Background: an optimization exercise with open tools, aiming at small area. Do not read the settings as production practice.
In this exercise RTL edits were held to simulation tests only and were not proved equivalent to the original.
The clock port is modelled as an ideal driver; clocking choices that lean on that would not hold on a real chip.
Power and IR drop assume default switching activity.

<file path="flow/flow/run.sh">
#!/bin/bash
# Standard layout, with these changes: clock tree synthesis without dummy
# loads and with clkbuf_4 buffers, then any clock buffer driving a slow
# clock pin upsized (flow/post_cts.tcl); plain buf_1 cells as the port
# buffers. The make output goes to standard.log, the tools' own logs to
# orfs/logs.
set -euo pipefail
export CTS_ARGS="-sink_clustering_enable -repair_clock_nets -buf_list sky130_fd_sc_hd__clkbuf_4 -sink_clustering_size 40 -sink_clustering_max_diameter 100 -dont_use_dummy_load"
export BUFFER_PORTS_ARGS="-buffer_cell sky130_fd_sc_hd__buf_1"
export POST_CTS_TCL="$(pwd)/flow/post_cts.tcl"
bash standard.sh > standard.log 2>&1
</file>
<file path="flow/flow/post_cts.tcl">
estimate_parasitics -placement
set slow {}
foreach pin [all_registers -clock_pins] {
  set s 0
  foreach e {rise fall} {
    set v [get_property $pin slew_max_$e]
    if {$v > $s} { set s $v }
  }
  if {$s > 0.110} {
    foreach d [get_pins -of_objects [get_nets -of_objects $pin] -filter "direction==output"] {
      lappend slow [get_property [get_cells -of_objects $d] full_name]
    }
  }
}
foreach name [lsort -unique $slow] {
  set cell [get_cells $name]
  if {[get_property [get_lib_cells -of_objects $cell] name] eq "sky130_fd_sc_hd__clkbuf_4"} {
    puts "post_cts: upsizing $name to clkbuf_8"
    replace_cell $cell sky130_fd_sc_hd__clkbuf_8
  }
}
detailed_placement
check_placement -verbose
estimate_parasitics -placement
</file>
<file path="flow/standard.sh">
#!/bin/bash
# synth_recipe.tcl (not shown) runs the flow's synth.tcl, then flattens the netlist and writes it again
# the make line also repeats each setting of config.mk as NAME=value (left out here)
make -C /OpenROAD-flow-scripts/flow DESIGN_CONFIG=/design/flow/config.mk WORK_HOME=/design/flow/orfs CLKGATE_MAP_FILE= SYNTH_SCRIPT=/design/flow/synth_recipe.tcl "${@:-finish}"
</file>
<file path="flow/config.mk">
export PLATFORM = sky130hd
export DESIGN_NAME = jtag_pdi_sniffer
export DESIGN_NICKNAME = jtag_pdi_sniffer
export VERILOG_FILES = /design/flow/design.v
export SDC_FILE = /design/flow/constraint.sdc
export NUM_CORES = 4
export LEC_CHECK = 0
export ABC_AREA = 0
export CAP_MARGIN = 20
export CORE_MARGIN = 2
export CORE_UTILIZATION = 40
export CTS_BUF_LIST = sky130_fd_sc_hd__clkbuf_4
export CTS_CLUSTER_DIAMETER = 100
export CTS_CLUSTER_SIZE = 40
export SLEW_MARGIN = 20
</file>
<file path="flow/constraint.sdc">
create_clock -name core_clock -period 10.0 [get_ports {clk}]
set_input_delay 2.0000 -clock core_clock [delete_from_list [all_inputs] [get_ports {clk}]]
set_output_delay 2.0000 -clock core_clock [all_outputs]
set_load 0.01 [all_outputs]
</file>
<file path="flow/design.v">
module jtag_pdi_sniffer (
    input  wire       clk,
    input  wire       rst,         
    input  wire       smp_valid,   
    input  wire       tms,
    input  wire       tdi,
    input  wire       tdo,
    output wire       out_valid,
    output wire [7:0] out_data,
    output reg        pdi_err
);
    localparam [3:0] S_RESET      = 4'hF,
                     S_IDLE       = 4'hC,
                     S_SELECT_DR  = 4'h7,
                     S_CAPTURE_DR = 4'h6,
                     S_SHIFT_DR   = 4'h2,
                     S_EXIT1_DR   = 4'h1,
                     S_PAUSE_DR   = 4'h3,
                     S_EXIT2_DR   = 4'h0,
                     S_UPDATE_DR  = 4'h5,
                     S_SELECT_IR  = 4'h4,
                     S_CAPTURE_IR = 4'hE,
                     S_SHIFT_IR   = 4'hA,
                     S_EXIT1_IR   = 4'h9,
                     S_PAUSE_IR   = 4'hB,
                     S_EXIT2_IR   = 4'h8,
                     S_UPDATE_IR  = 4'hD;
    localparam [1:0] K_END  = 2'd0,    
                     K_NEXT = 2'd1,    
                     K_REP  = 2'd2,    
                     K_CAP  = 2'd3;    
    reg [3:0] tap;
    reg       ir_rst;      
    reg [3:0] irs;
    reg [31:0] dri;
    reg [9:0]  dro;        
    reg [3:0] tap_next;
    always @(*) begin
        case (tap)
            S_RESET:      tap_next = tms ? S_RESET     : S_IDLE;
            S_IDLE:       tap_next = tms ? S_SELECT_DR : S_IDLE;
            S_SELECT_DR:  tap_next = tms ? S_SELECT_IR : S_CAPTURE_DR;
            S_CAPTURE_DR: tap_next = tms ? S_EXIT1_DR  : S_SHIFT_DR;
            S_SHIFT_DR:   tap_next = tms ? S_EXIT1_DR  : S_SHIFT_DR;
            S_EXIT1_DR:   tap_next = tms ? S_UPDATE_DR : S_PAUSE_DR;
            S_PAUSE_DR:   tap_next = tms ? S_EXIT2_DR  : S_PAUSE_DR;
            S_EXIT2_DR:   tap_next = tms ? S_UPDATE_DR : S_SHIFT_DR;
            S_UPDATE_DR:  tap_next = tms ? S_SELECT_DR : S_IDLE;
            S_SELECT_IR:  tap_next = tms ? S_RESET     : S_CAPTURE_IR;
            S_CAPTURE_IR: tap_next = tms ? S_EXIT1_IR  : S_SHIFT_IR;
            S_SHIFT_IR:   tap_next = tms ? S_EXIT1_IR  : S_SHIFT_IR;
            S_EXIT1_IR:   tap_next = tms ? S_UPDATE_IR : S_PAUSE_IR;
            S_PAUSE_IR:   tap_next = tms ? S_EXIT2_IR  : S_PAUSE_IR;
            S_EXIT2_IR:   tap_next = tms ? S_UPDATE_IR : S_SHIFT_IR;
            default:      tap_next = tms ? S_SELECT_DR : S_IDLE;  
        endcase
    end
    always @(posedge clk) begin
        if (rst) begin
            tap    <= S_RESET;
            ir_rst <= 1'b1;
            irs    <= 4'h0;
            dri    <= 32'h0;
            dro    <= 10'h0;
        end else if (smp_valid) begin
            tap <= tap_next;
            if (tap == S_RESET)     ir_rst <= 1'b1;
            if (tap == S_UPDATE_IR) ir_rst <= 1'b0;
            if (tap == S_SHIFT_IR)  irs <= {tdi, irs[3:1]};
            if (tap == S_SHIFT_DR) begin
                dri <= {tdi, dri[31:1]};
                dro <= {tdo, dro[9:1]};
            end
        end
    end
    wire is_id  = ir_rst | (irs == 4'h3);
    wire is_pdi = !ir_rst && (irs == 4'h7);
    wire commit = smp_valid && (tap == S_UPDATE_DR) && (is_id || is_pdi);
    reg [6:1] e;
    always @(posedge clk) begin
        if (rst) e <= 6'd0;
        else     e <= {e[5:1], commit};
    end
    reg        idle;
    reg        dir;        
    reg [1:0]  kind;
    reg [1:0]  m;          
    reg [1:0]  arg;        
    reg        dir2;       
    reg [31:0] rep;
    reg [23:0] acc;
    wire       wr    = idle | dir;
    wire [8:0] frame = wr ? dri[30:22] : dro[8:0];
    wire       bad   = ^frame;
    wire [7:0] b     = frame[7:0];
    wire       upd   = e[2] & is_pdi;
    wire       data  = upd & !bad & !idle;
    wire       last  = (m == 2'd0);
    reg [1:0] ph;
    reg       mstep;       
    reg       mld;         
    reg       spend;       
    reg       repz;
    wire rep_zero = repz | (rep == 32'd0);
    wire rep_step = data & last & (kind == K_REP) & !rep_zero;
    wire rep_ld   = data & last & (kind == K_CAP);
    wire z2 = (rep[23:16] == 8'd0);
    wire z1 = (rep[15:8]  == 8'd0);
    wire z0 = (rep[7:0]   == 8'd0);
    wire bw = mstep &
              ((ph == 2'd3) | (z2 & ((ph == 2'd2) | (z1 & ((ph == 2'd1) | z0)))));
    reg [8:0] bc;          
    reg [7:0] hd;
    integer k;
    always @(*) begin
        bc[0] = bw;
        for (k = 0; k < 8; k = k + 1) begin
            hd[k]   = rep[24+k] ^ bc[k];
            bc[k+1] = bc[k] & !rep[24+k];
        end
    end
    wire [1:0] ls    = rep_ld ? 2'd0 : ph;
    wire       lmask = ({1'b0, ls} + {1'b0, arg}) < 3'd3;
    wire [7:0] x = (rep_ld | mld) ? (lmask ? 8'd0 : acc[23:16]) : hd;
    always @(posedge clk) rep <= {rep[23:0], x};
    always @(posedge clk) begin
        if (rst) begin
            ph    <= 2'd0;
            mstep <= 1'b0;
            mld   <= 1'b0;
            spend <= 1'b0;
        end else if (rep_ld) begin
            ph  <= 2'd1;
            mld <= 1'b1;
        end else begin
            ph <= ph + 2'd1;
            if (ph == 2'd3) begin
                mstep <= spend | rep_step;
                mld   <= 1'b0;
                spend <= 1'b0;
            end else if (rep_step) begin
                spend <= 1'b1;
            end
        end
    end
    always @(posedge clk) begin
        if (rst | (upd & bad & !idle & (kind == K_REP))) repz <= 1'b1;
        else if (rep_ld)                                  repz <= 1'b0;
    end
    always @(posedge clk) begin
        if (upd | mld) acc <= {acc[15:0], b};
    end
    wire [3:0] op = b[7:4];
    always @(posedge clk) begin
        if (rst)
            idle <= 1'b1;
        else if (upd)
            idle <= bad | (idle ? (op == 4'hF)
                                : last & (kind != K_NEXT) & ((kind != K_REP) | rep_zero));
    end
    always @(posedge clk) begin
        if (upd) begin
            if (idle) begin
                arg  <= (op == 4'h7) ? 2'd3 : b[1:0];
                dir2 <= b[5];
                case (op)
                    4'h0, 4'h2: begin dir <= 1'b1; kind <= K_NEXT; m <= b[3:2]; end  
                    4'h7:       begin dir <= 1'b1; kind <= K_NEXT; m <= 2'd3;   end  
                    4'h1:       begin dir <= 1'b0; kind <= K_REP;  m <= b[1:0]; end  
                    4'h3:       begin dir <= 1'b1; kind <= K_REP;  m <= b[1:0]; end  
                    4'h5:       begin dir <= 1'b1; kind <= K_CAP;  m <= b[1:0]; end  
                    4'h6:       begin dir <= 1'b1; kind <= K_END;  m <= 2'd0;   end  
                    default:    begin dir <= 1'b0; kind <= K_END;  m <= 2'd0;   end
                endcase
            end else if (!last) begin
                m <= m - 2'd1;
            end else if (kind == K_NEXT) begin
                kind <= K_END;
                dir  <= dir2;
                m    <= arg;
            end else begin
                m <= arg;
            end
        end
    end
    wire pdi_ok = !idle && !bad;    
    assign out_valid = (e[1] & (is_id | pdi_ok)) | (e[2] & !is_id & pdi_ok) |
                       ((e[3] | e[4] | e[5] | e[6]) & is_id);
    always @(*) pdi_err = e[1] & !is_id & bad;
    assign out_data = ({8{e[1]}} & {7'b0001000, !is_id}) |
                      ({8{e[2]}} & b) |
                      ({8{e[3]}} & dri[31:24]) |
                      ({8{e[4]}} & dri[23:16]) |
                      ({8{e[5]}} & dri[15:8]) |
                      ({8{e[6]}} & dri[7:0]);
endmodule
</file>
==> results of run 1 <==
[routing by layer]
layer	up-vias	wire length, µm	part of all wire (%)	track usage (%)
li1	1825	-	-	-
met2	57	4878	48	23.11
met4	0	210	2.1	7.078
met5	-	0	0	0
met1	1721	4682	46	19.27
met3	17	385	3.8	5.039
[report_power, final]
group	internal (W)	switching, W	leakage, nW
Combinational	0.0000104	0.0000159	0.915
Sequential	0.000538	0.00000872	1.07
Clock	0.0000858	0.000154	0.0834
[how the worst max path moves through the flow]
| stage | start | end | slack (ps) |
|---|---|---|---|
| finish | idle | out_valid | 4430 |
| global route | idle | out_valid | 4150 |
| detailed placement | idle | out_valid | 4970 |
| floorplan | dir | out_valid | 5500 |
| global placement | idle | out_valid | 5080 |
[layout make-up]
cell class | instances | area (µm²)
repair buffers | 18 | 80.08
well taps | 172 | 215.2
fillers | 1229 | 7124
multi-input cells | 339 | 2085
flip-flops and latches | 128 | 2883
diodes | 1 | 2.502
inverters | 24 | 90.09
clock buffers | 17 | 140.1
[cells in the mapped netlist, types with 3 or more instances]
master	number	area, µm²
nor4_1	10	62.56
a22o_1	6	52.55
dfxtp_1	96	1922
mux2i_1	13	130.1
nor2_1	15	56.30
mux2_2	4	45.04
a211o_1	3	26.28
o21a_1	4	30.03
o21ai_0	18	90.09
nand2_1	112	420.4
a31oi_1	3	18.77
xnor2_1	6	52.55
edfxtp_1	32	960.9
clkbuf_1	16	60.06
nor2b_1	5	31.28
o31ai_1	3	22.52
a221oi_1	7	61.31
inv_1	24	90.09
buf_2	9	45.04
ha_1	18	225.2
nor3b_1	3	22.52
nor3_1	8	40.04
nand3_1	6	30.03
a21oi_1	58	290.3
[flip-flops by register name, indices dropped and copies added, names as in the netlist]
signal	flops
mstep	1
ph	2
m	2
arg	2
kind	2
tap	4
e	6
acc	24
dir2	1
idle	1
dir	1
dro	10
repz	1
mld	1
ir_rst	1
rep	32
dri	32
spend	1
irs	4
[worst max-delay path, cell delays in order, from the launching register on]
cell and delay [ps]:
dfxtp_1 490, nor2_4 370, mux2_2 420, inv_1 90, ha_1 240, xnor2_1 150
nor3_1 300, nor2_1 140, xnor2_2 440, nand2_1 100, a21oi_1 160, buf_1 160
[logic make-up after synthesis]
logic type / after synthesis
AO/OA/AOI/OAI: 119
flip-flops: 128
AND/OR/NAND/NOR: 174
buffers and inverters: 51
XOR/XNOR: 9
adder cells (fa/ha/maj): 19
multiplexers: 18
[through the flow]
stage / total power [W] / hold slack, ps / cells / worst slack (ps) / area, µm²
final: 0.0008129 / 339.4 / 699 / 4432 / 5495
after global routing: 0.0008501 / 358.1 / 699 / 4149 / 5495
after detailed placement: 0.0005855 / 338.4 / 681 / 4965 / 5353
after global placement: 0.0005846 / 337.1 / 681 / 5079 / 5353
after floorplan: 0.0005773 / 331.1 / 518 / 5501 / 5175
==> flow_summary.toml, run 1 <==
[finish]
utilization_pct = 43.55
layout_common_cells = "112 x nand2_1, 96 x dfxtp_1, 58 x a21oi_1"
mostFrequentLayoutCell = "nand2_1"
drive_gt1_share_pct = 7.034
nNetsFinal = 553
syn_to_final_growth_pct = 6.190

[setup_path]
r2r_slack_ps = 5940
r2r-end = "rep[4]"
end_kind = "output port"
reg2reg_from = "idle"
r2r_cells = 14
required_ps = 8000
critPathMaxFanout = 15
criticalPathCategory = "register to output port"
critPathArrivalTime_ps = 3570
cp-start-kind = "register"

[synth]
synth_seq_cells = 128
synth_xor_area_share_pct = 1.668
synth_fa_ha_area_share_pct = 4.739
synth_ff_type = "dfxtp_1"
synth-edff-count = 32
synth.distinct_cells = 55
synth_nets = 543
yosys.area_share.simple_pct = 15.76
ys_seq_area_share_pct = 55.71
synthMuxAreaShare_pct = 3.675
syn_inst = 518
async_flop_share_pct = 0
syn_area_um2 = 5175
synth_top_family_by_area = "simple AND/OR/NAND/NOR gates"
avgSynthCellArea_um2 = 9.990
yosysWarnings = 1
synth-compound-area-share_pct = 14.39

[floorplan]
start_util_pct = 41.01
num_rows = 41
io_pins = 16
core_area_um2 = 12620
die_h_um = 117.7
die-area_um2 = 13860
fp.dieW_um = 117.7

[power]
leakage_nw = 2.065
ir_worst_vdd_mv = 0.08317
power_density_nw_per_um2 = 147.9

[place]
portBuffers = 15
place_hpwl_um = 6968
gp_congestion = 0.8174

[global_routing]
overflow = 0
grtUsageTotal_pct = 15.10
grt_pass1_vias = 3394
antenna_found_initial = 1
grt_max_degree = 66
grt_pass1_wl_um = 16460

[timing]
setup_viol = 0
fin_crit_ps = 5568
fin_tns_setup_ps = 0
fmax_ghz = 0.1796
slew_headroom_pct = 35.73
fin_skew_ps = 28.96
max_slew.worst_pin.slew_ps = 950.7
rsz0062_at_grt = "no"
finalMaxSlewViolations = 0
finalCritPeriodShare_pct = 55.68
hold_viol = 0

[worst_hold_path]
hold_class = "register to register"
holdPathEnd = "rep[9]"
hold_depth = 0
min_from = "rep[1]"

[cts]
clk_latency_ps = 530
clk_pin_slew_ps = 100
cts_tree = "done"
clock-sinks = 128

[run]
max_cap_viol_count = 0

[drt]
drt-initial-drc-count = 227
drtAntennaViolNets = 0
num_vias = 3620
wl_per_cell_um = 14.53
post-route-drc-count = 0
first_pass_iters = 4
via_per_inst = 5.179
drt-total-wl_um = 10160

[status]
status = "no timing/DRC/antenna violations"
==> run 2, diff against run 1 <==
--- a/flow/config.mk
+++ b/flow/config.mk
@@ -8,3 +8,3 @@
 export ABC_AREA = 0
-export CAP_MARGIN = 20
+export CAP_MARGIN = 0
 export CORE_MARGIN = 2
@@ -14,2 +14,2 @@
 export CTS_CLUSTER_SIZE = 40
-export SLEW_MARGIN = 20
+export SLEW_MARGIN = 0
==> run 2 against run 1 <==
  * Die area did not move
  * Critical path depth is the same
  * Clock skew unchanged
  * First-iteration DRC count stayed put
  * Combinational power hardly changed
  * Worst hold slack stayed put
  * Design area unchanged
  * Area after synthesis did not move
  * Setup slack unchanged
  * Global-route usage unchanged
  * Core utilization unchanged
  * Largest cell class unchanged
==> flow_summary.toml, run 2 <==
[finish]
top_regs = "dri: 32 flops, rep: 32 flops, acc: 24 flops"
mostFrequentLayoutCell = "nand2_1"
utilization_pct = 43.55
drive_gt1_share_pct = 7.034
layout_common_cells = "112 x nand2_1, 96 x dfxtp_1, 58 x a21oi_1"
nNetsFinal = 553
syn_to_final_growth_pct = 6.190
fin_cells = 699
fill_cells = 1229

[floorplan]
io_pins = 16
num_rows = 41
start_util_pct = 41.01
core_area_um2 = 12620
die-area_um2 = 13860
die_h_um = 117.7
fp.dieW_um = 117.7

[place]
gp_congestion = 0.8174
portBuffers = 15
dp_cells = 681
place_hpwl_um = 6968

[setup_path]
startpoint = "idle"
critPathArrivalTime_ps = 3570
path_buf_inv = 2
cp-start-kind = "register"
required_ps = 8000
slowest_stage = "dfxtp_1"
max_stage_delay_ps = 490
criticalPathCategory = "register to output port"
reg2reg_from = "idle"
cp_top_family = "simple AND/OR/NAND/NOR gates"
critPathMaxFanout = 15
crit_chain = "nor2_4 > mux2_2 > inv_1 > ha_1 > xnor2_1 > nor3_1 > nor2_1 > xnor2_2 > nand2_1 > a21oi_1 > buf_1"
end_kind = "output port"

[timing]
slew_headroom_pct = 35.73
max_slew.worst_pin.slew_ps = 950.7
finalMaxSlewViolations = 0
fmax_ghz = 0.1796
rsz0062_at_grt = "no"
setup_viol = 0
finalCritPeriodShare_pct = 55.68
fin_skew_ps = 28.96
fin_tns_setup_ps = 0
fin_crit_ps = 5568
hold_viol = 0

[power]
ir_worst_vdd_mv = 0.08317
leakage_nw = 2.065
p_comb_share_pct = 3.2
swShare_pct = 21.98
power_density_nw_per_um2 = 147.9
switchingPower_w = 0.0001787
pwr-share-seq_pct = 67.3
p_int_w = 0.0006342
clkPwrFrac_pct = 29.5

[worst_hold_path]
min_from = "rep[1]"
hold_class = "register to register"

[drt]
post-route-drc-count = 0
first_pass_iters = 4
drtAntennaViolNets = 0
via_per_inst = 5.179
num_vias = 3620
drt-total-wl_um = 10160
wl_per_cell_um = 14.53
drt-initial-drc-count = 227

[run]
max_cap_viol_count = 0

[synth]
synth_ff_type = "dfxtp_1"
syn_inst = 518
async_flop_share_pct = 0
avgSynthCellArea_um2 = 9.990
synth-edff-count = 32
synth.distinct_cells = 55
synth_nets = 543
synth.most_common_cell = "nand2_1"
synth_top_cell_by_area = "dfxtp_1"
syn_area_um2 = 5175
ys_seq_area_share_pct = 55.71
synth_seq_cells = 128
yosysWarnings = 1
synth_area_leaders = "dfxtp_1 37%, edfxtp_1 19%, nand2_1 8.1%"
synth_top_cells_by_count = "112 x nand2_1, 96 x dfxtp_1, 58 x a21oi_1, 32 x edfxtp_1, 24 x inv_1"
synth_top_area_share_pct = 37.14

[cts]
clock-sinks = 128
clk_latency_ps = 530
clk_pin_slew_ps = 100
cts_tree = "done"

[global_routing]
grt_pass1_vias = 3394
overflow = 0
grt_pass1_wl_um = 16460
grt_max_degree = 66
grtUsageTotal_pct = 15.10
antenna_found_initial = 1

[status]
status = "no timing/DRC/antenna violations"
run 2: cell type report:
class,instances,area (µm²),share of cell area (%)
Timing Repair Buffer,18,80.08,1.457
Tap cell,172,215.2,3.916
Sequential cell,128,2883,52.46
Antenna cell,1,2.502,0.04554
Multi-Input combinational cell,339,2085,37.93
Inverter,24,90.09,1.639
Clock buffer,17,140.1,2.550
run 2: kinds of logic after synthesis:
logic type,synth area share [%]
AND/OR/NAND/NOR,15.76
flip-flops,55.71
AO/OA/AOI/OAI,14.39
buffers and inverters,4.062
adder cells (fa/ha/maj),4.739
multiplexers,3.675
XOR/XNOR,1.668
run 2: worst register-to-register path: stages (launching register included):
cell	delay, ps
dfxtp_1	490
nor2_4	370
mux2_2	420
inv_1	90
ha_1	250
xnor2_1	150
nor3_1	300
nor2_1	140
xnor2_2	440
a21oi_1	190
ha_1	220
fa_1	480
a21o_1	240
nand2_1	90
mux2i_1	140
run 2: stage by stage:
stage / power (W) / instance area, µm² / worst slack (ps) / hold slack [ps]
floorplan: 0.0005773 / 5175 / 5501 / 331.1
global placement: 0.0005846 / 5353 / 5079 / 337.1
detailed placement: 0.0005855 / 5353 / 4965 / 338.4
global route: 0.0008501 / 5495 / 4149 / 358.1
finish: 0.0008129 / 5495 / 4432 / 339.4
run 2: routing by layer:
layer / global-route usage, % / vias to the layer above / share of wire [%]
li1: - / 1825 / -
met1: 19.27 / 1721 / 46
met2: 23.11 / 57 / 48
met3: 5.039 / 17 / 3.8
met4: 7.078 / 0 / 2.1
met5: 0 / - / 0
run 2: power by group through the flow:
stage / clock (W) / sequential [W] / combinational (W)
finish: 0.000240 / 0.000547 / 0.0000262
global route: 0.000270 / 0.000549 / 0.0000311
detailed placement: 0 / 0.000559 / 0.0000266
global placement: 0 / 0.000558 / 0.0000263
floorplan: 0 / 0.000554 / 0.0000234
run 2: worst paths after layout:
path / end / slack [ps] / depth (start not counted)
min: rep[9] / 340 / 0
max reg2reg: rep[4] / 5940 / 14
min reg2reg: rep[9] / 340 / 0
max: out_valid / 4430 / 11
==> run 3, diff against run 2 <==
--- a/flow/design.v
+++ b/flow/design.v
@@ -100,3 +100,2 @@
     reg       mstep;       
-    reg       mld;         
     reg       spend;       
@@ -106,2 +105,3 @@
     wire rep_ld   = data & last & (kind == K_CAP);
+    wire mld      = (e[3] | e[4] | e[5]) & is_pdi & idle & (kind == K_CAP) & !bad;
     wire z2 = (rep[23:16] == 8'd0);
@@ -129,3 +129,2 @@
             mstep <= 1'b0;
-            mld   <= 1'b0;
             spend <= 1'b0;
@@ -133,3 +132,2 @@
             ph  <= 2'd1;
-            mld <= 1'b1;
         end else begin
@@ -138,3 +136,2 @@
                 mstep <= spend | rep_step;
-                mld   <= 1'b0;
                 spend <= 1'b0;
--- a/flow/config.mk
+++ b/flow/config.mk
@@ -8,3 +8,3 @@
 export ABC_AREA = 0
-export CAP_MARGIN = 0
+export CAP_MARGIN = 20
 export CORE_MARGIN = 2
@@ -14,2 +14,2 @@
 export CTS_CLUSTER_SIZE = 40
-export SLEW_MARGIN = 0
+export SLEW_MARGIN = 20
==> run 3 against run 2 <==
  * Still clean on timing, DRC and antenna
  * Worst hold slack better by 2.1 ps
  * Routed wire length rose by 1.0%
  * Setup slack gained 140 ps
  * Synthesized cell count shrank 0.19%
  * Non-clock buffer count grew 1
  * Core utilization increased by 0.058 points
  * Global-route usage up 1.2 points
  * First-iteration DRC count up 18%
  * Clock power up 3%
  * Area after synthesis decreased by 1.2%
  * Via count increased by 1.3%
  * Fmax rose by 2.5%
  * Largest cell class unchanged
==> flow_summary.toml, run 3 <==
[drt]
drt-initial-drc-count = 268
drtAntennaViolNets = 0
num_vias = 3666
drt-total-wl_um = 10260
post-route-drc-count = 0
via_per_inst = 5.237
first_pass_iters = 4
wl_per_cell_um = 14.66

[finish]
fill_cells = 1219
utilization_pct = 43.60
mostFrequentLayoutCell = "nand2_1"
multi_input_area_um2 = 2071
syn_to_final_growth_pct = 7.143
nNetsFinal = 555
antenna_cells = 0
drive_gt1_share_pct = 7.197
layout_common_cells = "117 x nand2_1, 95 x dfxtp_1, 59 x a21oi_1"
final-seq-area_um2 = 2863
top_regs = "dri: 32 flops, rep: 32 flops, acc: 24 flops"

[worst_hold_path]
hold_class = "register to register"
hold_depth = 0
min_from = "rep[9]"
holdPathEnd = "rep[17]"

[place]
place_hpwl_um = 6982
portBuffers = 15
gp_congestion = 0.8212

[global_routing]
grt_max_degree = 60
grtUsageTotal_pct = 16.27
grt_pass1_wl_um = 16920
overflow = 0
grt_pass1_vias = 3434
antenna_found_initial = 0

[timing]
fin_crit_ps = 5431
hold_viol = 0
finalCritPeriodShare_pct = 54.31
rsz0062_at_grt = "no"
fin_tns_setup_ps = 0
max_slew.worst_pin.slew_ps = 664.2
finalMaxSlewViolations = 0
fin_skew_ps = 32.47
slew_headroom_pct = 55.38
fmax_ghz = 0.1841
setup_viol = 0

[synth]
async_flop_share_pct = 0
synth_nets = 542
synth.distinct_cells = 51
yosysWarnings = 1
synth.most_common_cell = "nand2_1"
synth_ff_type = "dfxtp_1"
synth_top_cells_by_count = "117 x nand2_1, 95 x dfxtp_1, 60 x a21oi_1, 32 x edfxtp_1, 26 x inv_1"
synth-edff-count = 32
synth_top_area_share_pct = 37.18
syn_area_um2 = 5115
synth_top_cell_by_area = "dfxtp_1"
synth_seq_cells = 127
synth_area_leaders = "dfxtp_1 37%, edfxtp_1 19%, nand2_1 8.6%"
ys_seq_area_share_pct = 55.97
avgSynthCellArea_um2 = 9.893
syn_inst = 517

[run]
max_cap_viol_count = 0

[power]
power_density_nw_per_um2 = 146.2
totalPowerFinal_w = 0.0008013
ir_worst_vdd_mv = 0.06660
leakage_nw = 1.956

[cts]
cts_tree = "done"
clk_pin_slew_ps = 100
clk_latency_ps = 520
clock-sinks = 127

[setup_path]
r2r_cells = 12
criticalPathCategory = "register to output port"
required_ps = 8000
end_kind = "output port"
slowest_stage = "nor2_2"
startpoint = "idle"
r2r-end = "rep[6]"
crit_chain = "nor2_2 > mux2_2 > inv_1 > ha_1 > xor2_1 > xor2_2 > nand2_1 > a21oi_1 > buf_1"
r2r_slack_ps = 6070
critPathMaxFanout = 10
max_stage_delay_ps = 520
reg2reg_from = "idle"
critPathArrivalTime_ps = 3430
cp-start-kind = "register"

[floorplan]
die-area_um2 = 13710
fp.dieW_um = 117.1
core_area_um2 = 12570
die_h_um = 117.1
num_rows = 41
io_pins = 16
start_util_pct = 40.70

[status]
status = "no timing/DRC/antenna violations"
run 3: worst max path at each step:
stage	to	slack (ps)	depth (start not counted)
2_1_floorplan	out_valid	5440	9
3_3_place_gp	out_valid	5150	9
3_5_place_dp	out_valid	5070	9
5_1_grt	out_valid	4260	9
6_report	out_valid	4570	9
run 3: critical path: cells and delay by family (launching register included):
family / cells / cell delay (ps)
AO/OA/AOI/OAI: 1 / 150
buffers and inverters: 2 / 260
flip-flops: 1 / 420
AND/OR/NAND/NOR: 2 / 620
XOR/XNOR: 2 / 800
multiplexers: 1 / 430
adder cells (fa/ha/maj): 1 / 240
run 3: logic make-up after synthesis:
group	Yosys count	share of synthesized area, %
AND/OR/NAND/NOR	175	14.97
flip-flops	127	55.97
multiplexers	17	3.718
XOR/XNOR	10	2.618
AO/OA/AOI/OAI	118	14.19
adder cells (fa/ha/maj)	19	4.795
buffers and inverters	51	3.743
run 3: through the flow:
stage / area, µm² / hold WS (ps) / setup WS (ps) / instances
after global placement: 5334 / 333.8 / 5146 / 683
after floorplan: 5115 / 331.1 / 5443 / 517
final: 5480 / 341.5 / 4569 / 700
after global routing: 5480 / 340.4 / 4262 / 700
after detailed placement: 5334 / 338.9 / 5074 / 683
run 3: power breakdown:
| group | leakage (nW) | internal (W) | switching [W] |
|---|---|---|---|
| clock network | 0.0860 | 0.0000902 | 0.000156 |
| registers | 1.03 | 0.000526 | 0.00000525 |
| logic | 0.835 | 0.00000844 | 0.0000151 |
run 3: metal layers:
metal,up-vias,routed length (µm),track usage [%]
met5,-,0,0
met4,0,122,6.118
met3,11,373,3.708
met2,70,4846,25.13
met1,1761,4918,22.41
li1,1824,-,-
run 3: layout make-up:
class / count / share of cell area, %
clock buffer: 17 / 2.671
inverter: 26 / 1.781
multi-input combinational: 339 / 37.79
sequential: 127 / 52.24
tap: 172 / 3.927
timing repair buffer: 19 / 1.598
==> run 4, diff against run 3 <==
--- a/flow/config.mk
+++ b/flow/config.mk
@@ -7,6 +7,6 @@
 export LEC_CHECK = 0
-export ABC_AREA = 0
+export ABC_AREA = 1
 export CAP_MARGIN = 20
 export CORE_MARGIN = 2
-export CORE_UTILIZATION = 40
+export CORE_UTILIZATION = 60
 export CTS_BUF_LIST = sky130_fd_sc_hd__clkbuf_4
@@ -14,2 +14,3 @@
 export CTS_CLUSTER_SIZE = 40
+export PLACE_DENSITY = 0.75
 export SLEW_MARGIN = 20
==> run 4 against run 3 <==
  * Via count increased by 8.0%
  * Design area about the same
  * Worst hold slack got worse by 7.7 ps
  * Count of clock-buffer cells in the layout unchanged
  * Die area decreased by 31%
  * Fmax increased by 1.5%
  * First-iteration DRC count increased by 6.3%
  * Routed wire length increased by 1.1%
  * Non-clock buffer count decreased by 2
  * Power decreased by 1.3%
  * Core utilization increased by 20 points
  * Register-to-register slack improved by 80 ps
  * Critical endpoint unchanged
  * Largest power group unchanged
==> flow_summary.toml, run 4 <==
[place]
dp_cells = 711
portBuffers = 15
place_hpwl_um = 7462
placed_cell_area_um2 = 5348
gp_congestion = 0.9624

[synth]
yosys.area_share.simple_pct = 20.35
synth_top_area_share_pct = 36.22
synth_top_cells_by_count = "98 x nor2_1, 97 x nand2_1, 95 x dfxtp_1, 70 x o21ai_0, 63 x inv_1"
syn_area_um2 = 5250
synth_top_family_by_area = "simple AND/OR/NAND/NOR gates"
synth.distinct_cells = 37
synth-compound-area-share_pct = 12.99
synth-edff-count = 32
avgSynthCellArea_um2 = 8.621
synth_fa_ha_area_share_pct = 4.671
synth_nets = 634
synth_top_cell_by_area = "dfxtp_1"
synth_area_leaders = "dfxtp_1 36%, edfxtp_1 18%, nor2_1 7.0%"
yosysWarnings = 1
synth_ff_type = "dfxtp_1"
ys_seq_area_share_pct = 54.53
synth_seq_cells = 127
synth_xor_area_share_pct = 0.5005
async_flop_share_pct = 0
synth.most_common_cell = "nor2_1"
synthMuxAreaShare_pct = 0
syn_inst = 609

[power]
ir_worst_vdd_mv = 0.07835
leakage_nw = 2.314
power_density_nw_per_um2 = 144.3
totalPowerFinal_w = 0.0007909

[global_routing]
overflow = 0
grtUsageTotal_pct = 23.50
antenna_found_initial = 0
grt_pass1_vias = 3811
grt_pass1_wl_um = 17750
grt_max_degree = 52

[cts]
clk_latency_ps = 510
cts_tree = "done"
clk_pin_slew_ps = 100
clock-sinks = 127

[setup_path]
required_ps = 8000
critPathArrivalTime_ps = 3350
end_kind = "output port"
r2r_cells = 20
cp-start-kind = "register"
criticalPathCategory = "register to output port"
critPathMaxFanout = 14

[timing]
whs_ps = 333.8
setup_viol = 0
max_slew.worst_pin.slew_ps = 933.7
fin_tns_setup_ps = 0
fin_crit_ps = 5351
finalMaxSlewViolations = 0
fmax_ghz = 0.1869
rsz0062_at_grt = "no"
hold_viol = 0
finalCritPeriodShare_pct = 53.51
slew_headroom_pct = 37.60
fin_skew_ps = 38.16

[worst_hold_path]
hold_depth = 0
hold_class = "register to register"

[finish]
multi_input_area_um2 = 2022
stdcell_area_um2 = 5482
layout_common_cells = "98 x nor2_1, 97 x nand2_1, 95 x dfxtp_1"
nNetsFinal = 647
fill_cells = 742
antenna_cells = 0
mostFrequentLayoutCell = "nor2_1"
top_regs = "dri: 32 flops, rep: 32 flops, acc: 24 flops"
syn_to_final_growth_pct = 4.409
final-seq-area_um2 = 2863
fin_cells = 728
drive_gt1_share_pct = 6.613

[floorplan]
fp.dieW_um = 97.54
io_pins = 16
start_util_pct = 61.09
die-area_um2 = 9514
num_rows = 34
die_h_um = 97.54
core_area_um2 = 8593

[status]
status = "no timing/DRC/antenna violations"

[drt]
drt-total-wl_um = 10380
via_per_inst = 5.437
post-route-drc-count = 0
first_pass_iters = 5
drtAntennaViolNets = 0
wl_per_cell_um = 14.25
num_vias = 3958
drt-initial-drc-count = 285

[run]
max_cap_viol_count = 0
run 4: cells by family after synthesis:
family | after synthesis
compound gates | 122
xor+xnor | 3
fa+ha+maj | 19
buf+inv | 90
flops | 127
simple gates | 248
run 4: cell type report:
cell class,count,share of cell area [%]
clock buffers,17,2.442
inverters,67,4.679
multi-input cells,392,36.89
flip-flops and latches,127,52.23
well taps,108,2.465
repair buffers,17,1.301
run 4: final timing paths:
| check | start | to | slack (ps) |
|---|---|---|---|
| hold / removal | rep[11] | rep[19] | 330 |
| setup reg to reg | idle | rep[1] | 6150 |
| setup / recovery | idle | out_valid | 4650 |
| hold reg to reg | rep[11] | rep[19] | 330 |
run 4: per-stage QoR:
step,worst slack [ps],utilization (%)
2_1_floorplan,5585,-
3_3_place_gp,5243,62.23
3_5_place_dp,5183,62.23
5_1_grt,4274,63.79
6_report,4649,63.79
run 4: worst max-delay path, cell delays in order (launching register included):
cell     delay (ps)
dfxtp_1         440
inv_4           190
nand2_2         170
or2_2           310
o21ai_0         170
inv_1           150
ha_1            330
xnor2_1         190
a21o_1          110
nand2_1          70
inv_1            70
nand3_2          90
nand2_4         130
a21oi_1          70
a31oi_1         180
buf_1           170
run 4: power breakdown:
group	switching, W	leakage, nW	internal (W)
clock	0.000150	0.0808	0.0000817
combinational	0.0000182	1.18	0.00000963
sequential	0.00000375	1.05	0.000527
run 4: metal layers:
| metal | global-route usage [%] | vias to the layer above | wire length, µm |
|---|---|---|---|
| li1 | - | 2019 | - |
| met1 | 30.15 | 1823 | 4666 |
| met2 | 38.46 | 97 | 5117 |
| met3 | 5.755 | 19 | 412 |
| met4 | 9.188 | 0 | 178 |
| met5 | 0 | - | 0 |
==> run 5, diff against run 4 <==
--- a/flow/config.mk
+++ b/flow/config.mk
@@ -7,3 +7,3 @@
 export LEC_CHECK = 0
-export ABC_AREA = 1
+export ABC_AREA = 0
 export CAP_MARGIN = 20
==> run 5 against run 4 <==
  * Routed wire length fell by 5.5%
  * Worst hold slack got worse by 6.9 ps
  * Fmax fell by 1.7%
  * First-iteration DRC count fell by 35%
  * Synthesized cell count fell by 15%
  * Clock power rose by 2%
  * Die area fell by 2.5%
  * Largest cell class unchanged
  * Count of clock-buffer cells in the layout did not move
  * Final cell count fell by 13%
  * Setup slack got worse by 91 ps
  * Via count fell by 8.7%
  * Design area fell by 1.8%
==> flow_summary.toml, run 5 <==
[status]
status = "no timing/DRC/antenna violations"

[timing]
finalCritPeriodShare_pct = 54.42
worst_slack_ps = 4558
fin_tns_setup_ps = 0
slew_headroom_pct = 28.82
fin_skew_ps = 34.68
fmax_ghz = 0.1838
rsz0062_at_grt = "no"
hold_viol = 0
finalMaxSlewViolations = 0
fin_crit_ps = 5442
max_slew.worst_pin.slew_ps = 1068
setup_viol = 0

[drt]
drt-initial-drc-count = 184
drt-total-wl_um = 9802
wl_per_cell_um = 15.51
drtAntennaViolNets = 0
first_pass_iters = 4
num_vias = 3612
via_per_inst = 5.715
post-route-drc-count = 0

[finish]
mostFrequentLayoutCell = "nand2_1"
top_regs = "dri: 32 flops, rep: 32 flops, acc: 24 flops"
syn_to_final_growth_pct = 5.235
fill_cells = 693
antenna_cells = 0
final-seq-area_um2 = 2863
nNetsFinal = 554
layout_common_cells = "117 x nand2_1, 95 x dfxtp_1, 59 x a21oi_1"
drive_gt1_share_pct = 7.021
multi_input_area_um2 = 2071

[setup_path]
startpoint = "idle"
max_stage_delay_ps = 540
slowest_stage = "nor2_2"
cp.depth = 9
reg2reg_from = "idle"
criticalPathCategory = "register to output port"
path_buf_inv = 2
cp-start-kind = "register"
r2r_slack_ps = 6020
end_kind = "output port"
critPathMaxFanout = 10
critPathArrivalTime_ps = 3440
cp_top_family = "XOR/XNOR gates"
r2r-end = "rep[1]"
r2r_cells = 12
required_ps = 8000
endpoint = "out_valid"
crit_chain = "nor2_2 > mux2_2 > inv_1 > ha_1 > xor2_1 > xor2_2 > nand2_1 > a21oi_1 > buf_1"

[worst_hold_path]
hold_class = "register to register"

[floorplan]
num_rows = 33
start_util_pct = 61.94
die_h_um = 96.33
die-area_um2 = 9279
core_area_um2 = 8258
io_pins = 16
fp.dieW_um = 96.33

[cts]
clk_pin_slew_ps = 100
clk_latency_ps = 510
cts_tree = "done"
clock-sinks = 127

[power]
swShare_pct = 21.60
clkPwrFrac_pct = 29.9
p_comb_share_pct = 3.0
ir_worst_vdd_mv = 0.08217
power_density_nw_per_um2 = 147.0
pwr-share-seq_pct = 67.1
p_int_w = 0.0006203
switchingPower_w = 0.0001709
leakage_nw = 1.948

[synth]
synth_nets = 542
yosysWarnings = 1
synth_top_area_share_pct = 37.18
synth_area_leaders = "dfxtp_1 37%, edfxtp_1 19%, nand2_1 8.6%"
synth_top_cell_by_area = "dfxtp_1"
avgSynthCellArea_um2 = 9.893
synth_top_cells_by_count = "117 x nand2_1, 95 x dfxtp_1, 60 x a21oi_1, 32 x edfxtp_1, 26 x inv_1"
syn_inst = 517
synth_ff_type = "dfxtp_1"
synth.distinct_cells = 51
synth.most_common_cell = "nand2_1"
ys_seq_area_share_pct = 55.97
async_flop_share_pct = 0
synth-edff-count = 32
syn_area_um2 = 5115
synth_seq_cells = 127

[run]
max_cap_viol_count = 0

[global_routing]
use_met3_pct = 6.656
grt_pass1_vias = 3406
grt.busiest_layer = "met2"
overflow = 0
grt_max_degree = 60
met2_usage_pct = 38.02
grtUsageTotal_pct = 23.52
use_met1_pct = 30.64
antenna_found_initial = 0
grt_pass1_wl_um = 16450

[place]
place_hpwl_um = 6864
gp_congestion = 0.8586
portBuffers = 15
dp_slack_ps = 5093
## run 5: stage by stage
step	cells	power, W	instance area [µm²]	util [%]	hold WS (ps)
6_report	632	0.0007913	5383	65.18	326.9
2_1_floorplan	517	0.0005601	5115	-	331.1
3_5_place_dp	615	0.0005668	5243	63.48	336.8
3_3_place_gp	615	0.0005655	5243	63.48	333.8
5_1_grt	632	0.0008229	5383	65.18	332.8
## run 5: power by group through the flow
| stage | Combinational [W] | Sequential (W) | Clock [W] |
|---|---|---|---|
| 2_1_floorplan | 0.0000208 | 0.000539 | 0 |
| 3_3_place_gp | 0.0000227 | 0.000543 | 0 |
| 3_5_place_dp | 0.0000238 | 0.000543 | 0 |
| 5_1_grt | 0.0000275 | 0.000532 | 0.000263 |
| 6_report | 0.0000235 | 0.000531 | 0.000236 |
## run 5: how the worst min path moves through the flow
| stage | cells past startpoint | to | startpoint | slack (ps) |
|---|---|---|---|---|
| finish | 0 | rep[8] | rep[0] | 330 |
| global route | 0 | rep[25] | rep[17] | 330 |
| detailed placement | 0 | rep[25] | rep[17] | 340 |
| global placement | 0 | rep[22] | rep[14] | 330 |
| floorplan | 0 | rep[17] | rep[9] | 330 |
## run 5: cell type report
type	count	area share, %
Clock buffer	17	2.603
Inverter	26	1.813
Multi-Input combinational cell	339	38.47
Sequential cell	127	53.18
Tap cell	105	2.441
Timing Repair Buffer	18	1.488
## run 5: per-layer routing
metal | up-vias | share of wire, %
li1 | 1820 | -
met1 | 1714 | 46
met2 | 64 | 49
met3 | 14 | 3.1
met4 | 0 | 1.6
met5 | - | 0
## run 5: cells by family after synthesis
group                    count (synthesis)  synth area share (%)
AO/OA/AOI/OAI                          118                 14.19
XOR/XNOR                                10                 2.618
adder cells (fa/ha/maj)                 19                 4.795
buffers and inverters                   51                 3.743
flip-flops                             127                 55.97
multiplexers                            17                 3.718
AND/OR/NAND/NOR                        175                 14.97

-- afterwards: timing with drivers on the ports --
The flow's constraints put no driver on any port. The routed layouts listed below were extracted and timed again, unchanged, in two steps.
Step 1 sets driving cells, clkbuf_16 on the clock port and buf_2 on the other inputs (assumed; they add their load-dependent delay and slew).
Step 2, shift: input delay + t, output delay - t, t = (earliest + latest rising clock arrival at the registers) / 2. This alone moves slack from input paths to output paths.
Three values: ideal, step 1, step 2; two values: the first two.
run	t (ns)	slack for setup (ns)	worst hold slack (ns)
run 1	0.550	4.432 / 4.396 / 4.947	0.339 / 0.339 / 0.339
run 2	0.550	4.432 / 4.396 / 4.947	0.339 / 0.339 / 0.339
run 3	0.530	4.569 / 4.538 / 5.068	0.342 / 0.342 / 0.342
run 4	0.524	4.649 / 4.621 / 5.145	0.334 / 0.334 / 0.334
run 5	0.526	4.558 / 4.529 / 5.055	0.327 / 0.327 / 0.327
After both steps setup and hold are still met in every run listed.
